This is an optimization exercise on Yosys and OpenROAD, whose aim is small area, a short achievable clock period and few clock cycles per item, not a production implementation. Only simulation tests tie the RTL to the original design; equivalence was not proved.

==> design.v <==
module bcc_block (
  input  wire         clk,
  input  wire         rst,           
  input  wire         in_valid,
  output wire         in_ready,
  input  wire         in_decrypt,    
  input  wire [4:0]   in_keylen,     
  input  wire [127:0] in_key,
  input  wire [63:0]  in_block,
  output wire         out_valid,
  input  wire         out_ready,
  output wire [63:0]  out_block
);
  function [7:0] add8(input [7:0] a, input [7:0] c);
    integer k;
    reg cy;
    begin
      cy = 1'b0;
      for (k = 0; k < 8; k = k + 1) begin
        add8[k] = a[k] ^ c[k] ^ cy;
        cy = (a[k] & c[k]) | (cy & (a[k] | c[k]));
      end
    end
  endfunction
  reg        v0;
  reg        d0;
  reg [63:0] x0;
  reg [63:0] k0;
  reg        v1;
  reg        d1;
  reg [63:0] x1;
  reg [63:0] k1;
  reg        v2;
  reg        d2;
  reg [63:0] x2;
  reg [63:0] k2;
  wire stall = v2 & ~out_ready;
  assign in_ready  = ~stall;
  assign out_valid = v2;
  reg [63:0] ek;
  always @* begin
    ek[7:0] = in_key[7:0];
    case (in_keylen)
      5'd1: ek[15:8] = in_key[7:0];
      default: ek[15:8] = in_key[15:8];
    endcase
    case (in_keylen)
      5'd1, 5'd2: ek[23:16] = in_key[7:0];
      default: ek[23:16] = in_key[23:16];
    endcase
    case (in_keylen)
      5'd1, 5'd3: ek[31:24] = in_key[7:0];
      5'd2: ek[31:24] = in_key[15:8];
      default: ek[31:24] = in_key[31:24];
    endcase
    case (in_keylen)
      5'd1, 5'd2, 5'd4: ek[39:32] = in_key[7:0];
      5'd3: ek[39:32] = in_key[15:8];
      default: ek[39:32] = in_key[39:32];
    endcase
    case (in_keylen)
      5'd1, 5'd5: ek[47:40] = in_key[7:0];
      5'd2, 5'd4: ek[47:40] = in_key[15:8];
      5'd3: ek[47:40] = in_key[23:16];
      default: ek[47:40] = in_key[47:40];
    endcase
    case (in_keylen)
      5'd1, 5'd2, 5'd3, 5'd6: ek[55:48] = in_key[7:0];
      5'd5: ek[55:48] = in_key[15:8];
      5'd4: ek[55:48] = in_key[23:16];
      default: ek[55:48] = in_key[55:48];
    endcase
    case (in_keylen)
      5'd1, 5'd7: ek[63:56] = in_key[7:0];
      5'd2, 5'd3, 5'd6: ek[63:56] = in_key[15:8];
      5'd5: ek[63:56] = in_key[23:16];
      5'd4: ek[63:56] = in_key[31:24];
      default: ek[63:56] = in_key[63:56];
    endcase
  end
  wire [63:0] kb;
  assign kb[7:0] = ek[7:0];
  assign kb[15:8] = add8(ek[15:8], 8'd1);
  assign kb[23:16] = add8(ek[23:16], 8'd4);
  assign kb[31:24] = add8(ek[31:24], 8'd9);
  assign kb[39:32] = add8(ek[39:32], 8'd16);
  assign kb[47:40] = add8(ek[47:40], 8'd25);
  assign kb[55:48] = add8(ek[55:48], 8'd36);
  assign kb[63:56] = add8(ek[63:56], 8'd49);
  wire [63:0] w1;
  assign w1[7:0] = in_block[7:0] ^ kb[7:0];
  assign w1[15:8] = in_block[15:8] ^ kb[15:8];
  assign w1[23:16] = in_block[23:16] ^ kb[23:16];
  assign w1[31:24] = in_block[31:24] ^ kb[31:24];
  assign w1[39:32] = in_block[39:32] ^ kb[39:32];
  assign w1[47:40] = in_block[47:40] ^ kb[47:40];
  assign w1[55:48] = in_block[55:48] ^ kb[55:48];
  assign w1[63:56] = in_block[63:56] ^ kb[63:56];
  wire [63:0] w2;
  assign w2[7:0] = add8(w1[7:0], 8'd0);
  assign w2[15:8] = add8(w1[15:8], 8'd1);
  assign w2[23:16] = add8(w1[23:16], 8'd4);
  assign w2[31:24] = add8(w1[31:24], 8'd9);
  assign w2[39:32] = add8(w1[39:32], 8'd16);
  assign w2[47:40] = add8(w1[47:40], 8'd25);
  assign w2[55:48] = add8(w1[55:48], 8'd36);
  assign w2[63:56] = add8(w1[63:56], 8'd49);
  wire [63:0] u3;
  wire [7:0] p4 = in_block[63:56];
  assign u3[7:0] = {p4[0:0], p4[7:1]};
  wire [7:0] p5 = (in_block[7:0] ^ in_block[63:56]);
  assign u3[15:8] = {p5[1:0], p5[7:2]};
  wire [7:0] p6 = (in_block[55:48] ^ in_block[7:0]);
  assign u3[23:16] = {p6[2:0], p6[7:3]};
  wire [7:0] p7 = (in_block[15:8] ^ in_block[55:48]);
  assign u3[31:24] = {p7[3:0], p7[7:4]};
  wire [7:0] p8 = (in_block[47:40] ^ in_block[15:8]);
  assign u3[39:32] = {p8[4:0], p8[7:5]};
  wire [7:0] p9 = (in_block[23:16] ^ in_block[47:40]);
  assign u3[47:40] = {p9[5:0], p9[7:6]};
  wire [7:0] p10 = (in_block[39:32] ^ in_block[23:16]);
  assign u3[55:48] = {p10[6:0], p10[7:7]};
  wire [7:0] p11 = (in_block[31:24] ^ in_block[39:32]);
  assign u3[63:56] = p11;
  wire [7:0] y12 = w2[7:0];
  wire [7:0] r13 = {y12[6:0], y12[7:7]};
  wire [7:0] y14 = w2[15:8];
  wire [7:0] r15 = {y14[5:0], y14[7:6]};
  wire [7:0] y16 = w2[23:16];
  wire [7:0] r17 = {y16[4:0], y16[7:5]};
  wire [7:0] y18 = w2[31:24];
  wire [7:0] r19 = {y18[3:0], y18[7:4]};
  wire [7:0] y20 = w2[39:32];
  wire [7:0] r21 = {y20[2:0], y20[7:3]};
  wire [7:0] y22 = w2[47:40];
  wire [7:0] r23 = {y22[1:0], y22[7:2]};
  wire [7:0] y24 = w2[55:48];
  wire [7:0] r25 = {y24[0:0], y24[7:1]};
  wire [7:0] y26 = w2[63:56];
  wire [7:0] r27 = y26;
  wire [7:0] c28 = r13;
  wire [7:0] c29 = c28 ^ r15;
  wire [7:0] c30 = c29 ^ r17;
  wire [7:0] c31 = c30 ^ r19;
  wire [7:0] c32 = c31 ^ r21;
  wire [7:0] c33 = c32 ^ r23;
  wire [7:0] c34 = c33 ^ r25;
  wire [7:0] c35 = c34 ^ r27;
  wire [63:0] m36 = {c28, c30, c32, c34, c35, c33, c31, c29};
  wire [63:0] w37;
  assign w37[7:0] = add8(u3[7:0], 8'd228);
  assign w37[15:8] = add8(u3[15:8], 8'd227);
  assign w37[23:16] = add8(u3[23:16], 8'd224);
  assign w37[31:24] = add8(u3[31:24], 8'd219);
  assign w37[39:32] = add8(u3[39:32], 8'd212);
  assign w37[47:40] = add8(u3[47:40], 8'd203);
  assign w37[55:48] = add8(u3[55:48], 8'd192);
  assign w37[63:56] = add8(u3[63:56], 8'd179);
  wire [63:0] s38;
  assign s38[7:0] = add8(kb[7:0], (in_decrypt ? 8'd4 : 8'd1));
  assign s38[15:8] = add8(kb[15:8], (in_decrypt ? 8'd4 : 8'd1));
  assign s38[23:16] = add8(kb[23:16], (in_decrypt ? 8'd4 : 8'd1));
  assign s38[31:24] = add8(kb[31:24], (in_decrypt ? 8'd4 : 8'd1));
  assign s38[39:32] = add8(kb[39:32], (in_decrypt ? 8'd4 : 8'd1));
  assign s38[47:40] = add8(kb[47:40], (in_decrypt ? 8'd4 : 8'd1));
  assign s38[55:48] = add8(kb[55:48], (in_decrypt ? 8'd4 : 8'd1));
  assign s38[63:56] = add8(kb[63:56], (in_decrypt ? 8'd4 : 8'd1));
  wire [63:0] x39 = in_decrypt ? w37 : m36;
  wire [63:0] w40;
  assign w40[7:0] = x39[7:0] ^ s38[7:0];
  assign w40[15:8] = x39[15:8] ^ s38[15:8];
  assign w40[23:16] = x39[23:16] ^ s38[23:16];
  assign w40[31:24] = x39[31:24] ^ s38[31:24];
  assign w40[39:32] = x39[39:32] ^ s38[39:32];
  assign w40[47:40] = x39[47:40] ^ s38[47:40];
  assign w40[55:48] = x39[55:48] ^ s38[55:48];
  assign w40[63:56] = x39[63:56] ^ s38[63:56];
  always @(posedge clk) begin
    if (rst) v0 <= 1'b0;
    else if (~stall) v0 <= in_valid;
    if (~stall) begin
      d0 <= in_decrypt;
      x0 <= w40;
      k0 <= kb;
    end
  end
  wire [63:0] w41;
  assign w41[7:0] = add8(x0[7:0], 8'd7);
  assign w41[15:8] = add8(x0[15:8], 8'd8);
  assign w41[23:16] = add8(x0[23:16], 8'd11);
  assign w41[31:24] = add8(x0[31:24], 8'd16);
  assign w41[39:32] = add8(x0[39:32], 8'd23);
  assign w41[47:40] = add8(x0[47:40], 8'd32);
  assign w41[55:48] = add8(x0[55:48], 8'd43);
  assign w41[63:56] = add8(x0[63:56], 8'd56);
  wire [63:0] u42;
  wire [7:0] p43 = x0[63:56];
  assign u42[7:0] = {p43[0:0], p43[7:1]};
  wire [7:0] p44 = (x0[7:0] ^ x0[63:56]);
  assign u42[15:8] = {p44[1:0], p44[7:2]};
  wire [7:0] p45 = (x0[55:48] ^ x0[7:0]);
  assign u42[23:16] = {p45[2:0], p45[7:3]};
  wire [7:0] p46 = (x0[15:8] ^ x0[55:48]);
  assign u42[31:24] = {p46[3:0], p46[7:4]};
  wire [7:0] p47 = (x0[47:40] ^ x0[15:8]);
  assign u42[39:32] = {p47[4:0], p47[7:5]};
  wire [7:0] p48 = (x0[23:16] ^ x0[47:40]);
  assign u42[47:40] = {p48[5:0], p48[7:6]};
  wire [7:0] p49 = (x0[39:32] ^ x0[23:16]);
  assign u42[55:48] = {p49[6:0], p49[7:7]};
  wire [7:0] p50 = (x0[31:24] ^ x0[39:32]);
  assign u42[63:56] = p50;
  wire [7:0] y51 = w41[7:0];
  wire [7:0] r52 = {y51[6:0], y51[7:7]};
  wire [7:0] y53 = w41[15:8];
  wire [7:0] r54 = {y53[5:0], y53[7:6]};
  wire [7:0] y55 = w41[23:16];
  wire [7:0] r56 = {y55[4:0], y55[7:5]};
  wire [7:0] y57 = w41[31:24];
  wire [7:0] r58 = {y57[3:0], y57[7:4]};
  wire [7:0] y59 = w41[39:32];
  wire [7:0] r60 = {y59[2:0], y59[7:3]};
  wire [7:0] y61 = w41[47:40];
  wire [7:0] r62 = {y61[1:0], y61[7:2]};
  wire [7:0] y63 = w41[55:48];
  wire [7:0] r64 = {y63[0:0], y63[7:1]};
  wire [7:0] y65 = w41[63:56];
  wire [7:0] r66 = y65;
  wire [7:0] c67 = r52;
  wire [7:0] c68 = c67 ^ r54;
  wire [7:0] c69 = c68 ^ r56;
  wire [7:0] c70 = c69 ^ r58;
  wire [7:0] c71 = c70 ^ r60;
  wire [7:0] c72 = c71 ^ r62;
  wire [7:0] c73 = c72 ^ r64;
  wire [7:0] c74 = c73 ^ r66;
  wire [63:0] m75 = {c67, c69, c71, c73, c74, c72, c70, c68};
  wire [63:0] w76;
  assign w76[7:0] = add8(u42[7:0], 8'd235);
  assign w76[15:8] = add8(u42[15:8], 8'd234);
  assign w76[23:16] = add8(u42[23:16], 8'd231);
  assign w76[31:24] = add8(u42[31:24], 8'd226);
  assign w76[39:32] = add8(u42[39:32], 8'd219);
  assign w76[47:40] = add8(u42[47:40], 8'd210);
  assign w76[55:48] = add8(u42[55:48], 8'd199);
  assign w76[63:56] = add8(u42[63:56], 8'd186);
  wire [63:0] s77;
  assign s77[7:0] = add8(k0[7:0], (d0 ? 8'd3 : 8'd2));
  assign s77[15:8] = add8(k0[15:8], (d0 ? 8'd3 : 8'd2));
  assign s77[23:16] = add8(k0[23:16], (d0 ? 8'd3 : 8'd2));
  assign s77[31:24] = add8(k0[31:24], (d0 ? 8'd3 : 8'd2));
  assign s77[39:32] = add8(k0[39:32], (d0 ? 8'd3 : 8'd2));
  assign s77[47:40] = add8(k0[47:40], (d0 ? 8'd3 : 8'd2));
  assign s77[55:48] = add8(k0[55:48], (d0 ? 8'd3 : 8'd2));
  assign s77[63:56] = add8(k0[63:56], (d0 ? 8'd3 : 8'd2));
  wire [63:0] w78;
  assign w78[7:0] = m75[7:0] ^ s77[7:0];
  assign w78[15:8] = m75[15:8] ^ s77[15:8];
  assign w78[23:16] = m75[23:16] ^ s77[23:16];
  assign w78[31:24] = m75[31:24] ^ s77[31:24];
  assign w78[39:32] = m75[39:32] ^ s77[39:32];
  assign w78[47:40] = m75[47:40] ^ s77[47:40];
  assign w78[55:48] = m75[55:48] ^ s77[55:48];
  assign w78[63:56] = m75[63:56] ^ s77[63:56];
  wire [63:0] w79;
  assign w79[7:0] = w76[7:0] ^ s77[7:0];
  assign w79[15:8] = w76[15:8] ^ s77[15:8];
  assign w79[23:16] = w76[23:16] ^ s77[23:16];
  assign w79[31:24] = w76[31:24] ^ s77[31:24];
  assign w79[39:32] = w76[39:32] ^ s77[39:32];
  assign w79[47:40] = w76[47:40] ^ s77[47:40];
  assign w79[55:48] = w76[55:48] ^ s77[55:48];
  assign w79[63:56] = w76[63:56] ^ s77[63:56];
  wire [63:0] w80;
  assign w80[7:0] = add8(w78[7:0], 8'd14);
  assign w80[15:8] = add8(w78[15:8], 8'd15);
  assign w80[23:16] = add8(w78[23:16], 8'd18);
  assign w80[31:24] = add8(w78[31:24], 8'd23);
  assign w80[39:32] = add8(w78[39:32], 8'd30);
  assign w80[47:40] = add8(w78[47:40], 8'd39);
  assign w80[55:48] = add8(w78[55:48], 8'd50);
  assign w80[63:56] = add8(w78[63:56], 8'd63);
  wire [63:0] u81;
  wire [7:0] p82 = w79[63:56];
  assign u81[7:0] = {p82[0:0], p82[7:1]};
  wire [7:0] p83 = (w79[7:0] ^ w79[63:56]);
  assign u81[15:8] = {p83[1:0], p83[7:2]};
  wire [7:0] p84 = (w79[55:48] ^ w79[7:0]);
  assign u81[23:16] = {p84[2:0], p84[7:3]};
  wire [7:0] p85 = (w79[15:8] ^ w79[55:48]);
  assign u81[31:24] = {p85[3:0], p85[7:4]};
  wire [7:0] p86 = (w79[47:40] ^ w79[15:8]);
  assign u81[39:32] = {p86[4:0], p86[7:5]};
  wire [7:0] p87 = (w79[23:16] ^ w79[47:40]);
  assign u81[47:40] = {p87[5:0], p87[7:6]};
  wire [7:0] p88 = (w79[39:32] ^ w79[23:16]);
  assign u81[55:48] = {p88[6:0], p88[7:7]};
  wire [7:0] p89 = (w79[31:24] ^ w79[39:32]);
  assign u81[63:56] = p89;
  wire [7:0] y90 = w80[7:0];
  wire [7:0] r91 = {y90[6:0], y90[7:7]};
  wire [7:0] y92 = w80[15:8];
  wire [7:0] r93 = {y92[5:0], y92[7:6]};
  wire [7:0] y94 = w80[23:16];
  wire [7:0] r95 = {y94[4:0], y94[7:5]};
  wire [7:0] y96 = w80[31:24];
  wire [7:0] r97 = {y96[3:0], y96[7:4]};
  wire [7:0] y98 = w80[39:32];
  wire [7:0] r99 = {y98[2:0], y98[7:3]};
  wire [7:0] y100 = w80[47:40];
  wire [7:0] r101 = {y100[1:0], y100[7:2]};
  wire [7:0] y102 = w80[55:48];
  wire [7:0] r103 = {y102[0:0], y102[7:1]};
  wire [7:0] y104 = w80[63:56];
  wire [7:0] r105 = y104;
  wire [7:0] c106 = r91;
  wire [7:0] c107 = c106 ^ r93;
  wire [7:0] c108 = c107 ^ r95;
  wire [7:0] c109 = c108 ^ r97;
  wire [7:0] c110 = c109 ^ r99;
  wire [7:0] c111 = c110 ^ r101;
  wire [7:0] c112 = c111 ^ r103;
  wire [7:0] c113 = c112 ^ r105;
  wire [63:0] m114 = {c106, c108, c110, c112, c113, c111, c109, c107};
  wire [63:0] w115;
  assign w115[7:0] = add8(u81[7:0], 8'd242);
  assign w115[15:8] = add8(u81[15:8], 8'd241);
  assign w115[23:16] = add8(u81[23:16], 8'd238);
  assign w115[31:24] = add8(u81[31:24], 8'd233);
  assign w115[39:32] = add8(u81[39:32], 8'd226);
  assign w115[47:40] = add8(u81[47:40], 8'd217);
  assign w115[55:48] = add8(u81[55:48], 8'd206);
  assign w115[63:56] = add8(u81[63:56], 8'd193);
  wire [63:0] s116;
  assign s116[7:0] = add8(k0[7:0], (d0 ? 8'd2 : 8'd3));
  assign s116[15:8] = add8(k0[15:8], (d0 ? 8'd2 : 8'd3));
  assign s116[23:16] = add8(k0[23:16], (d0 ? 8'd2 : 8'd3));
  assign s116[31:24] = add8(k0[31:24], (d0 ? 8'd2 : 8'd3));
  assign s116[39:32] = add8(k0[39:32], (d0 ? 8'd2 : 8'd3));
  assign s116[47:40] = add8(k0[47:40], (d0 ? 8'd2 : 8'd3));
  assign s116[55:48] = add8(k0[55:48], (d0 ? 8'd2 : 8'd3));
  assign s116[63:56] = add8(k0[63:56], (d0 ? 8'd2 : 8'd3));
  wire [63:0] x117 = d0 ? w115 : m114;
  wire [63:0] w118;
  assign w118[7:0] = x117[7:0] ^ s116[7:0];
  assign w118[15:8] = x117[15:8] ^ s116[15:8];
  assign w118[23:16] = x117[23:16] ^ s116[23:16];
  assign w118[31:24] = x117[31:24] ^ s116[31:24];
  assign w118[39:32] = x117[39:32] ^ s116[39:32];
  assign w118[47:40] = x117[47:40] ^ s116[47:40];
  assign w118[55:48] = x117[55:48] ^ s116[55:48];
  assign w118[63:56] = x117[63:56] ^ s116[63:56];
  always @(posedge clk) begin
    if (rst) v1 <= 1'b0;
    else if (~stall) v1 <= v0;
    if (~stall) begin
      d1 <= d0;
      x1 <= w118;
      k1 <= k0;
    end
  end
  wire [63:0] w119;
  assign w119[7:0] = add8(x1[7:0], 8'd21);
  assign w119[15:8] = add8(x1[15:8], 8'd22);
  assign w119[23:16] = add8(x1[23:16], 8'd25);
  assign w119[31:24] = add8(x1[31:24], 8'd30);
  assign w119[39:32] = add8(x1[39:32], 8'd37);
  assign w119[47:40] = add8(x1[47:40], 8'd46);
  assign w119[55:48] = add8(x1[55:48], 8'd57);
  assign w119[63:56] = add8(x1[63:56], 8'd70);
  wire [63:0] u120;
  wire [7:0] p121 = x1[63:56];
  assign u120[7:0] = {p121[0:0], p121[7:1]};
  wire [7:0] p122 = (x1[7:0] ^ x1[63:56]);
  assign u120[15:8] = {p122[1:0], p122[7:2]};
  wire [7:0] p123 = (x1[55:48] ^ x1[7:0]);
  assign u120[23:16] = {p123[2:0], p123[7:3]};
  wire [7:0] p124 = (x1[15:8] ^ x1[55:48]);
  assign u120[31:24] = {p124[3:0], p124[7:4]};
  wire [7:0] p125 = (x1[47:40] ^ x1[15:8]);
  assign u120[39:32] = {p125[4:0], p125[7:5]};
  wire [7:0] p126 = (x1[23:16] ^ x1[47:40]);
  assign u120[47:40] = {p126[5:0], p126[7:6]};
  wire [7:0] p127 = (x1[39:32] ^ x1[23:16]);
  assign u120[55:48] = {p127[6:0], p127[7:7]};
  wire [7:0] p128 = (x1[31:24] ^ x1[39:32]);
  assign u120[63:56] = p128;
  wire [7:0] y129 = w119[7:0];
  wire [7:0] r130 = {y129[6:0], y129[7:7]};
  wire [7:0] y131 = w119[15:8];
  wire [7:0] r132 = {y131[5:0], y131[7:6]};
  wire [7:0] y133 = w119[23:16];
  wire [7:0] r134 = {y133[4:0], y133[7:5]};
  wire [7:0] y135 = w119[31:24];
  wire [7:0] r136 = {y135[3:0], y135[7:4]};
  wire [7:0] y137 = w119[39:32];
  wire [7:0] r138 = {y137[2:0], y137[7:3]};
  wire [7:0] y139 = w119[47:40];
  wire [7:0] r140 = {y139[1:0], y139[7:2]};
  wire [7:0] y141 = w119[55:48];
  wire [7:0] r142 = {y141[0:0], y141[7:1]};
  wire [7:0] y143 = w119[63:56];
  wire [7:0] r144 = y143;
  wire [7:0] c145 = r130;
  wire [7:0] c146 = c145 ^ r132;
  wire [7:0] c147 = c146 ^ r134;
  wire [7:0] c148 = c147 ^ r136;
  wire [7:0] c149 = c148 ^ r138;
  wire [7:0] c150 = c149 ^ r140;
  wire [7:0] c151 = c150 ^ r142;
  wire [7:0] c152 = c151 ^ r144;
  wire [63:0] m153 = {c145, c147, c149, c151, c152, c150, c148, c146};
  wire [63:0] w154;
  assign w154[7:0] = add8(u120[7:0], 8'd249);
  assign w154[15:8] = add8(u120[15:8], 8'd248);
  assign w154[23:16] = add8(u120[23:16], 8'd245);
  assign w154[31:24] = add8(u120[31:24], 8'd240);
  assign w154[39:32] = add8(u120[39:32], 8'd233);
  assign w154[47:40] = add8(u120[47:40], 8'd224);
  assign w154[55:48] = add8(u120[55:48], 8'd213);
  assign w154[63:56] = add8(u120[63:56], 8'd200);
  wire [63:0] s155;
  assign s155[7:0] = add8(k1[7:0], (d1 ? 8'd1 : 8'd4));
  assign s155[15:8] = add8(k1[15:8], (d1 ? 8'd1 : 8'd4));
  assign s155[23:16] = add8(k1[23:16], (d1 ? 8'd1 : 8'd4));
  assign s155[31:24] = add8(k1[31:24], (d1 ? 8'd1 : 8'd4));
  assign s155[39:32] = add8(k1[39:32], (d1 ? 8'd1 : 8'd4));
  assign s155[47:40] = add8(k1[47:40], (d1 ? 8'd1 : 8'd4));
  assign s155[55:48] = add8(k1[55:48], (d1 ? 8'd1 : 8'd4));
  assign s155[63:56] = add8(k1[63:56], (d1 ? 8'd1 : 8'd4));
  wire [63:0] w156;
  assign w156[7:0] = m153[7:0] ^ s155[7:0];
  assign w156[15:8] = m153[15:8] ^ s155[15:8];
  assign w156[23:16] = m153[23:16] ^ s155[23:16];
  assign w156[31:24] = m153[31:24] ^ s155[31:24];
  assign w156[39:32] = m153[39:32] ^ s155[39:32];
  assign w156[47:40] = m153[47:40] ^ s155[47:40];
  assign w156[55:48] = m153[55:48] ^ s155[55:48];
  assign w156[63:56] = m153[63:56] ^ s155[63:56];
  wire [63:0] w157;
  assign w157[7:0] = w154[7:0] ^ s155[7:0];
  assign w157[15:8] = w154[15:8] ^ s155[15:8];
  assign w157[23:16] = w154[23:16] ^ s155[23:16];
  assign w157[31:24] = w154[31:24] ^ s155[31:24];
  assign w157[39:32] = w154[39:32] ^ s155[39:32];
  assign w157[47:40] = w154[47:40] ^ s155[47:40];
  assign w157[55:48] = w154[55:48] ^ s155[55:48];
  assign w157[63:56] = w154[63:56] ^ s155[63:56];
  wire [63:0] w158;
  assign w158[7:0] = add8(w156[7:0], 8'd28);
  assign w158[15:8] = add8(w156[15:8], 8'd29);
  assign w158[23:16] = add8(w156[23:16], 8'd32);
  assign w158[31:24] = add8(w156[31:24], 8'd37);
  assign w158[39:32] = add8(w156[39:32], 8'd44);
  assign w158[47:40] = add8(w156[47:40], 8'd53);
  assign w158[55:48] = add8(w156[55:48], 8'd64);
  assign w158[63:56] = add8(w156[63:56], 8'd77);
  wire [63:0] u159;
  wire [7:0] p160 = w157[63:56];
  assign u159[7:0] = {p160[0:0], p160[7:1]};
  wire [7:0] p161 = (w157[7:0] ^ w157[63:56]);
  assign u159[15:8] = {p161[1:0], p161[7:2]};
  wire [7:0] p162 = (w157[55:48] ^ w157[7:0]);
  assign u159[23:16] = {p162[2:0], p162[7:3]};
  wire [7:0] p163 = (w157[15:8] ^ w157[55:48]);
  assign u159[31:24] = {p163[3:0], p163[7:4]};
  wire [7:0] p164 = (w157[47:40] ^ w157[15:8]);
  assign u159[39:32] = {p164[4:0], p164[7:5]};
  wire [7:0] p165 = (w157[23:16] ^ w157[47:40]);
  assign u159[47:40] = {p165[5:0], p165[7:6]};
  wire [7:0] p166 = (w157[39:32] ^ w157[23:16]);
  assign u159[55:48] = {p166[6:0], p166[7:7]};
  wire [7:0] p167 = (w157[31:24] ^ w157[39:32]);
  assign u159[63:56] = p167;
  wire [7:0] y168 = w158[7:0];
  wire [7:0] r169 = {y168[6:0], y168[7:7]};
  wire [7:0] y170 = w158[15:8];
  wire [7:0] r171 = {y170[5:0], y170[7:6]};
  wire [7:0] y172 = w158[23:16];
  wire [7:0] r173 = {y172[4:0], y172[7:5]};
  wire [7:0] y174 = w158[31:24];
  wire [7:0] r175 = {y174[3:0], y174[7:4]};
  wire [7:0] y176 = w158[39:32];
  wire [7:0] r177 = {y176[2:0], y176[7:3]};
  wire [7:0] y178 = w158[47:40];
  wire [7:0] r179 = {y178[1:0], y178[7:2]};
  wire [7:0] y180 = w158[55:48];
  wire [7:0] r181 = {y180[0:0], y180[7:1]};
  wire [7:0] y182 = w158[63:56];
  wire [7:0] r183 = y182;
  wire [7:0] c184 = r169;
  wire [7:0] c185 = c184 ^ r171;
  wire [7:0] c186 = c185 ^ r173;
  wire [7:0] c187 = c186 ^ r175;
  wire [7:0] c188 = c187 ^ r177;
  wire [7:0] c189 = c188 ^ r179;
  wire [7:0] c190 = c189 ^ r181;
  wire [7:0] c191 = c190 ^ r183;
  wire [63:0] m192 = {c184, c186, c188, c190, c191, c189, c187, c185};
  wire [63:0] w193;
  assign w193[7:0] = add8(u159[7:0], 8'd0);
  assign w193[15:8] = add8(u159[15:8], 8'd255);
  assign w193[23:16] = add8(u159[23:16], 8'd252);
  assign w193[31:24] = add8(u159[31:24], 8'd247);
  assign w193[39:32] = add8(u159[39:32], 8'd240);
  assign w193[47:40] = add8(u159[47:40], 8'd231);
  assign w193[55:48] = add8(u159[55:48], 8'd220);
  assign w193[63:56] = add8(u159[63:56], 8'd207);
  wire [63:0] w194;
  assign w194[7:0] = w193[7:0] ^ k1[7:0];
  assign w194[15:8] = w193[15:8] ^ k1[15:8];
  assign w194[23:16] = w193[23:16] ^ k1[23:16];
  assign w194[31:24] = w193[31:24] ^ k1[31:24];
  assign w194[39:32] = w193[39:32] ^ k1[39:32];
  assign w194[47:40] = w193[47:40] ^ k1[47:40];
  assign w194[55:48] = w193[55:48] ^ k1[55:48];
  assign w194[63:56] = w193[63:56] ^ k1[63:56];
  wire [63:0] o195 = d1 ? w194 : m192;
  always @(posedge clk) begin
    if (rst) v2 <= 1'b0;
    else if (~stall) v2 <= v1;
    if (~stall) begin
      d2 <= d1;
      x2 <= o195;
      k2 <= k1;
    end
  end
  assign out_block = x2;
endmodule
==> run.sh <==
#!/bin/bash
# synth_recipe.tcl (not shown) runs the flow's synth.tcl, then flattens the netlist and writes it again
# the make line also repeats each setting of config.mk as NAME=value (left out here)
make -C /OpenROAD-flow-scripts/flow DESIGN_CONFIG=/design/flow/config.mk WORK_HOME=/design/flow/orfs CLKGATE_MAP_FILE= SYNTH_SCRIPT=/design/flow/synth_recipe.tcl finish
==> config.mk <==
export PLATFORM = sky130hd
export DESIGN_NAME = bcc_block
export DESIGN_NICKNAME = bcc_block
export VERILOG_FILES = /design/flow/design.v
export SDC_FILE = /design/flow/constraint.sdc
export NUM_CORES = 4
export LEC_CHECK = 0
export CAP_MARGIN = 20
export CORE_MARGIN = 2
export CORE_UTILIZATION = 40
export SETUP_SLACK_MARGIN = 5
export SLEW_MARGIN = 20
==> constraint.sdc <==
create_clock -name core_clock -period 12.0 [get_ports {clk}]
set_input_delay 2.4000 -clock core_clock [delete_from_list [all_inputs] [get_ports {clk}]]
set_output_delay 2.4000 -clock core_clock [all_outputs]
set_load 0.01 [all_outputs]
==> run notes, run 1 <==
Critical Path AT: 7.34 ns
Worst EP required: 12.32 ns
R2R cell count: 23
Die Y-Extent: 298 um
Fin crit period: 7.01 ns
Post-Synthesis Cells: 3165
Total routed wirelength: 134000 um
Final Cycle Share: 58.4%
Num CTS Buffers: 40
Post-synthesis register bit count: 325
Detailed Place HPWL: 116000 um
CP Launch Type: primary input
Post-synth EDFFs: 322
Synth Flop Type: edfxtp_1
Post-synth top area share: 27.9%
Starting Density: 40.5%
Asr flop ratio synth: 0%
Worst Clk Skew: 0.0611 ns
Filler cell count: 8180
Max FO, Critical Path: 11
Yosys warnings: 1
Die Wd: 298 um
Grt total ovfl: 0
Finished Layout Cells: 4565
Compound-cell area share of the yosys netlist: 4.79%
Largest net degree at the start of global routing: 151
Critical path class: in -> reg
P&R area growth vs syn: 15.5%
Initial drt markers: 1861
Die area: 88900 sq um
Syn avg cell area: 10.9 sq um
Ports: 268
Core ar.: 85400 sq um
Remaining DRCs: 0
Vias in the first global route: 24000
Most common cell in the synthesized netlist: xnor2_1
Post-synthesis mux area share: 1.80%
CTS root buffer: clkbuf_16
Nets@finish: 4225
Antenna violations before repair: 1
Largest family of logic cells by synthesized area: XOR/XNOR gates
Post-Synth Simple-Gate Area: 3.14%
Post-Synth XOR/XNOR Area: 34.6%
DRT Pass-1 Iters: 8
Core Rows: 107
Antenna Nets Post-Route: 0
RSZ-0062 raised after global routing: false
Status: finished clean
FF+latch area: 9730 sq um
Slew Viols, Final: 0
Area contributors post-synth: edfxtp_1, ha_1, xnor2_1
CTS tree: done
Layout cells sized above 1: 6.02%
Library cells used by synthesis: 70
# port buffers: 203
Mapped Nets: 4001
Clock Latency Late Sink: 0.60 ns
Via count: 23900
Cell taking the most area after synthesis: edfxtp_1
GPL Wtd Cong: 1.02
Mapped Area: 34600 sq um
Slew headroom: 30.6%
Worst Tran Pin Value: 1.04 ns
Htree depth: 2
First-pass GRT wire length: 183000 um
FMAX: 143 MHz
Synth cell count leaders: xnor2_1, ha_1, xor2_1
Clock sink count: 325
Core Util, Final: 46.8%
Number of vias per cell: 5.23
Max clock buf depth: 3
Clock transition at the registers of the reported paths: 0.06 ns
Final-report hold violation count: 0
Footprint of the multi-input gates: 23700 sq um
Hold Path Class: reg -> reg
Synthesized-area fraction occupied by adder cells: 23.3%
Gr usage total: 29.8%
Sequential cell area fraction in the yosys report: 28.1%
Drt wl/cell: 29.4 um
Setup violators final: 0
Max_cap viols: 0
Worst setup EP type: flip-flop
Setup TNS: 0 ns
Hold depth: 0
Placed Instances: 4460
worst max-delay path, stage by stage:
cell	delay, ns
clkdlybuf4s50_1	0.45
buf_4	0.29
inv_1	0.12
o21ai_0	0.78
ha_4	0.24
ha_1	0.27
xor2_1	0.18
ha_1	0.20
ha_1	0.24
xnor2_2	0.20
xnor3_1	0.29
xor2_1	0.21
xnor3_2	0.35
xnor2_2	0.22
xnor3_2	0.34
o22ai_1	0.15
or3b_1	0.35
flip-flops by register name, summed over array words and instances, names as in the netlist:
signal and flops:
v1 1, x1 64, d0 1, k1 64, x0 64, d1 1, v2 1, v0 1
x2 64, k0 64
per-stage QoR:
step	setup WS (ns)	hold WS, ns	instance area (sq um)
3_5_place_dp	2.07	0.438	38000
6_report	4.99	0.434	40000
2_1_floorplan	4.92	0.419	34600
4_1_cts	5.01	0.417	39700
5_1_grt	4.99	0.446	40000
3_3_place_gp	2.13	0.435	38000
worst paths after layout:
kind | start | slack [ns] | endpoint
min | k0[49]$_DFFE_PN_ | 0.43 | k1[49]$_DFFE_PN_
max | in_key[4] | 4.99 | x0[25]$_DFFE_PN_
max reg2reg | x0[0]$_DFFE_PN_ | 5.02 | x1[26]$_DFFE_PN_
min reg2reg | k0[49]$_DFFE_PN_ | 0.43 | k1[49]$_DFFE_PN_
logic make-up after synthesis:
group           Yosys count
xor+xnor               1237
fa+ha+maj               634
buf+inv                 392
flops                   325
compound gates          272
simple gates            245
mux                      60
metal layers:
| layer | wire (um) | share of wire, % | GRT usage (%) |
|---|---|---|---|
| met1 | 53200 | 40 | 35.9 |
| met4 | 12100 | 9.0 | 22.2 |
| met3 | 6610 | 4.9 | 3.22 |
| met2 | 62200 | 46 | 49.2 |
| met5 | 0 | 0 | 0 |
repair_timing:
action                                  in CTS  in global routing
pin swaps                                    6                  8
cloned                                       4                  0
hold buffers                                 0                  0
resized for setup                           41                 41
endpoints found under the setup margin      62                 30
setup buffers                               14                 13
placed cells by master, fill, tap and decap left out, types with 6 or more instances in the layout:
cell type	count
fa_1	16
nand3_1	6
xnor2_1	731
xor2_2	8
a22oi_1	22
a221oi_1	7
buf_4	51
inv_1	310
mux2_2	12
and3_1	15
xor2_1	401
clkdlybuf4s50_1	197
mux2i_1	44
xnor3_1	50
nand2_1	130
ha_1	611
edfxtp_1	322
xor3_1	16
clkbuf_1	7
a32oi_1	7
o21ai_0	126
nor2_1	57
a21oi_1	56
o21ai_1	6
inv_6	6
xnor2_2	19
xnor3_2	6
a222oi_1	17
clkbuf_16	41
area by class of cell:
| class | count | share of cell area (%) |
|---|---|---|
| inverters | 314 | 2.95 |
| well taps | 1144 | 3.58 |
| diodes | 1 | 0.00626 |
| flip-flops and latches | 325 | 24.3 |
| clock inverters | 25 | 0.688 |
| multi-input cells | 2448 | 59.4 |
| repair buffers | 260 | 6.45 |
| clock buffers | 48 | 2.63 |
Testbench counts, summed over its fixed seeds: cycles 1,624, items 1,600.
==> inputs of run 2 (changes only) <==
==> flow/run.sh (new file) <==
#!/bin/bash
bash standard.sh SETUP_SLACK_MARGIN=7 finish > flow_make.log 2>&1
==> standard.sh (new file) <==
#!/bin/bash
# synth_recipe.tcl (not shown) runs the flow's synth.tcl, then flattens the netlist and writes it again
# the make line also repeats each setting of config.mk as NAME=value (left out here)
make -C /OpenROAD-flow-scripts/flow DESIGN_CONFIG=/design/flow/config.mk WORK_HOME=/design/flow/orfs CLKGATE_MAP_FILE= SYNTH_SCRIPT=/design/flow/synth_recipe.tcl "${@:-finish}"
--- a/config.mk
+++ b/config.mk
@@ -8,5 +8,4 @@
 export CAP_MARGIN = 20
 export CORE_MARGIN = 2
 export CORE_UTILIZATION = 40
-export SETUP_SLACK_MARGIN = 5
 export SLEW_MARGIN = 20
removed: run.sh
==> run 2 against run 1 <==
  * Register-to-register slack better by 1.1 ns
  * Flip-flop and latch count unchanged
  * Critical endpoint is now x0[28]$_DFFE_PN_
  * Critical path type unchanged
  * Largest cell class unchanged
  * Critical path depth up 6
==> run notes, run 2 <==
R2R cell count: 34
Cell taking the most area after synthesis: edfxtp_1
GPL Wtd Cong: 0.988
Slew headroom: 12.1%
P&R area growth vs syn: 35.7%
Htree depth: 2
Clock sink count: 325
Num CTS Buffers: 38
Post-synth top area share: 27.9%
Critical path class: in -> reg
Setup violators final: 0
Worst Tran Pin Value: 1.30 ns
Area post-placement: 39300 sq um
Max FO, Critical Path: 4
Area contributors post-synth: edfxtp_1, ha_1, xnor2_1
Hold Path Class: reg -> reg
Post-synth EDFFs: 322
Via count: 25400
Worst Clk Skew: 0.0395 ns
Most common cell in the synthesized netlist: xnor2_1
Total routed wirelength: 145000 um
Max_cap viols: 0
Final-report hold violation count: 0
Syn avg cell area: 10.9 sq um
Setup TNS: 0 ns
Sequential cell area fraction in the yosys report: 28.1%
CP Launch Type: primary input
Post-Synthesis Cells: 3165
Most common cell after layout, fill and taps aside: xnor2_1
Mapped Area: 34600 sq um
Ports: 268
Largest net degree at the start of global routing: 75
Library cells used by synthesis: 70
Worst EP required: 12.30 ns
Worst setup EP type: flip-flop
Layout cells sized above 1: 26.6%
Clock transition at the registers of the reported paths: 0.07 ns
Max clock buf depth: 3
R2R Setup Slk: 6.13 ns
Synth cell count leaders: xnor2_1, ha_1, xor2_1
Vias in the first global route: 25600
DRT Pass-1 Iters: 7
Detailed Place HPWL: 118000 um
CTS root buffer: clkbuf_16
Slew Viols, Final: 0
CTS Hold Bufs: 0
Die Wd: 298 um
Die Y-Extent: 298 um
Antenna violations before repair: 0
# diodes: 0
Gr usage total: 31.8%
Die area: 88900 sq um
Post-synthesis register bit count: 325
Remaining DRCs: 0
Most frequent cells in the layout: xnor2_1, ha_1, xor2_1, edfxtp_1, inv_1
Yosys warnings: 1
Clock Latency Late Sink: 0.58 ns
CTS tree: done
End of the worst register-to-register path: x1[27]$_DFFE_PN_
Hold Crit Endpoint: k1[1]$_DFFE_PN_
Initial drt markers: 2042
Drt wl/cell: 30.3 um
Antenna Nets Post-Route: 0
Number of vias per cell: 5.30
First-pass GRT wire length: 195000 um
Grt total ovfl: 0
R2R Path Start: x0[17]$_DFFE_PN_
Final Cycle Share: 54.2%
Fin crit period: 6.51 ns
Starting Density: 40.5%
Mapped Nets: 4001
Synth Flop Type: edfxtp_1
Hold Path Origin: k0[1]$_DFFE_PN_
Hold depth: 0
FMAX: 154 MHz
RSZ-0062 raised after global routing: true
Design area: 47000 sq um
Critical Path AT: 6.81 ns
Asr flop ratio synth: 0%
Core Rows: 107
Core ar.: 85400 sq um
Nets@finish: 4452
Status: finished clean
# port buffers: 203
[run 2: cell counts after synthesis]
No cell type changed its count.
[run 2: critical path, cell delays in order]
cell and delay, ns:
buf_8 0.10, buf_12 0.12, buf_8 0.11, buf_6 0.12, a211o_4 0.34, buf_4 0.15, buf_4 0.13, a22oi_1 0.16
o21ai_0 0.14, a21oi_2 0.44, ha_4 0.22, ha_4 0.12, inv_2 0.04, ha_4 0.15, ha_4 0.25, xor2_2 0.18
ha_4 0.32, xnor2_4 0.13, xnor2_2 0.14, xnor3_2 0.30, xor3_1 0.37, mux2i_2 0.25, xor2_1 0.11
[run 2: what timing repair did]
item / 4_1_cts / 5_1_grt
gates resized for setup: 497 / 287
gates cloned: 8 / 5
setup endpoints to repair: 385 / 140
pin swaps: 179 / 189
setup buffers: 168 / 84
[run 2: per-stage QoR]
| step | cells | hold slack, ns | util, % | setup slack [ns] |
|---|---|---|---|---|
| 2_1_floorplan | 3165 | 0.423 | - | 4.92 |
| 3_3_place_gp | 4455 | 0.432 | 46.0 | 3.63 |
| 3_5_place_dp | 4455 | 0.461 | 46.0 | 3.60 |
| 4_1_cts | 4700 | 0.431 | 52.3 | 5.44 |
| 5_1_grt | 4789 | 0.448 | 55.0 | 5.43 |
| 6_report | 4789 | 0.429 | 55.0 | 5.49 |
[run 2: cells by family (layout without fill, tap and decap cells)]
kind of cell	Yosys count	count (layout)	synth area share (%)
xor gates and xnor gates	1237	1237	34.6
adders and majority gates	634	634	23.3
buffers and inverters	392	870	4.34
DFF	325	325	28.1
AOI/OAI and AO/OA	272	272	4.79
and+or+nand+nor	245	247	3.14
muxes	60	60	1.80
[run 2: cell type report]
class,count,area (sq um)
Sequential cell,325,9730
Inverter,314,1210
Timing Repair Buffer,487,4970
Fill cell,7385,38400
Multi-Input combinational cell,2450,28400
Clock buffer,46,1030
Tap cell,1144,1430
Clock inverter,23,198
[run 2: layer usage]
metal	routed length (um)	vias to the layer above	global-route usage, %
li1	-	11600	-
met2	68800	1090	54.0
met3	6970	412	3.18
met5	0	-	0
met4	14600	0	25.0
met1	54500	12300	36.9
[run 2: worst max path at each step]
| stage | slack, ns | start | end | cells past startpoint |
|---|---|---|---|---|
| final | 5.49 | in_keylen[2] | x0[28]$_DFFE_PN_ | 23 |
| after global routing | 5.43 | in_keylen[2] | x0[28]$_DFFE_PN_ | 23 |
| after CTS | 5.44 | in_keylen[2] | x0[25]$_DFFE_PN_ | 21 |
| after detailed placement | 3.60 | in_keylen[4] | x0[29]$_DFFE_PN_ | 18 |
| after global placement | 3.63 | in_keylen[4] | x0[29]$_DFFE_PN_ | 18 |
| after floorplan | 4.92 | out_ready | in_ready | 1 |

## separate check: timing with driven ports
In the flow no input, the clock included, has a driving cell. The finished layouts below were timed again as built, in two steps. Step 1 sets driving cells, clkbuf_16 on the clock port and buf_2 on the other inputs (assumed; they add their load-dependent delay and slew). Step 2 moves the port delays by t, midway between the first and last clock arrival at a register: inputs arrive t later, outputs are due t later. That takes back most of the time a late clock gives input paths. Three values: ideal ports, drivers, drivers and shift; two values: the first two.
run	shift t [ns]	setup slack, ns	hold slack, ns
run 1	0.643	4.987 / 5.021 / 4.394	0.434 / 0.434 / 0.434
run 2	0.633	5.493 / 5.523 / 4.889	0.429 / 0.429 / 0.429
After both steps every run listed still meets setup and hold. The setup slack of run 2, which loses most, moves by +0.030 ns with the drivers and by -0.604 ns with both steps.
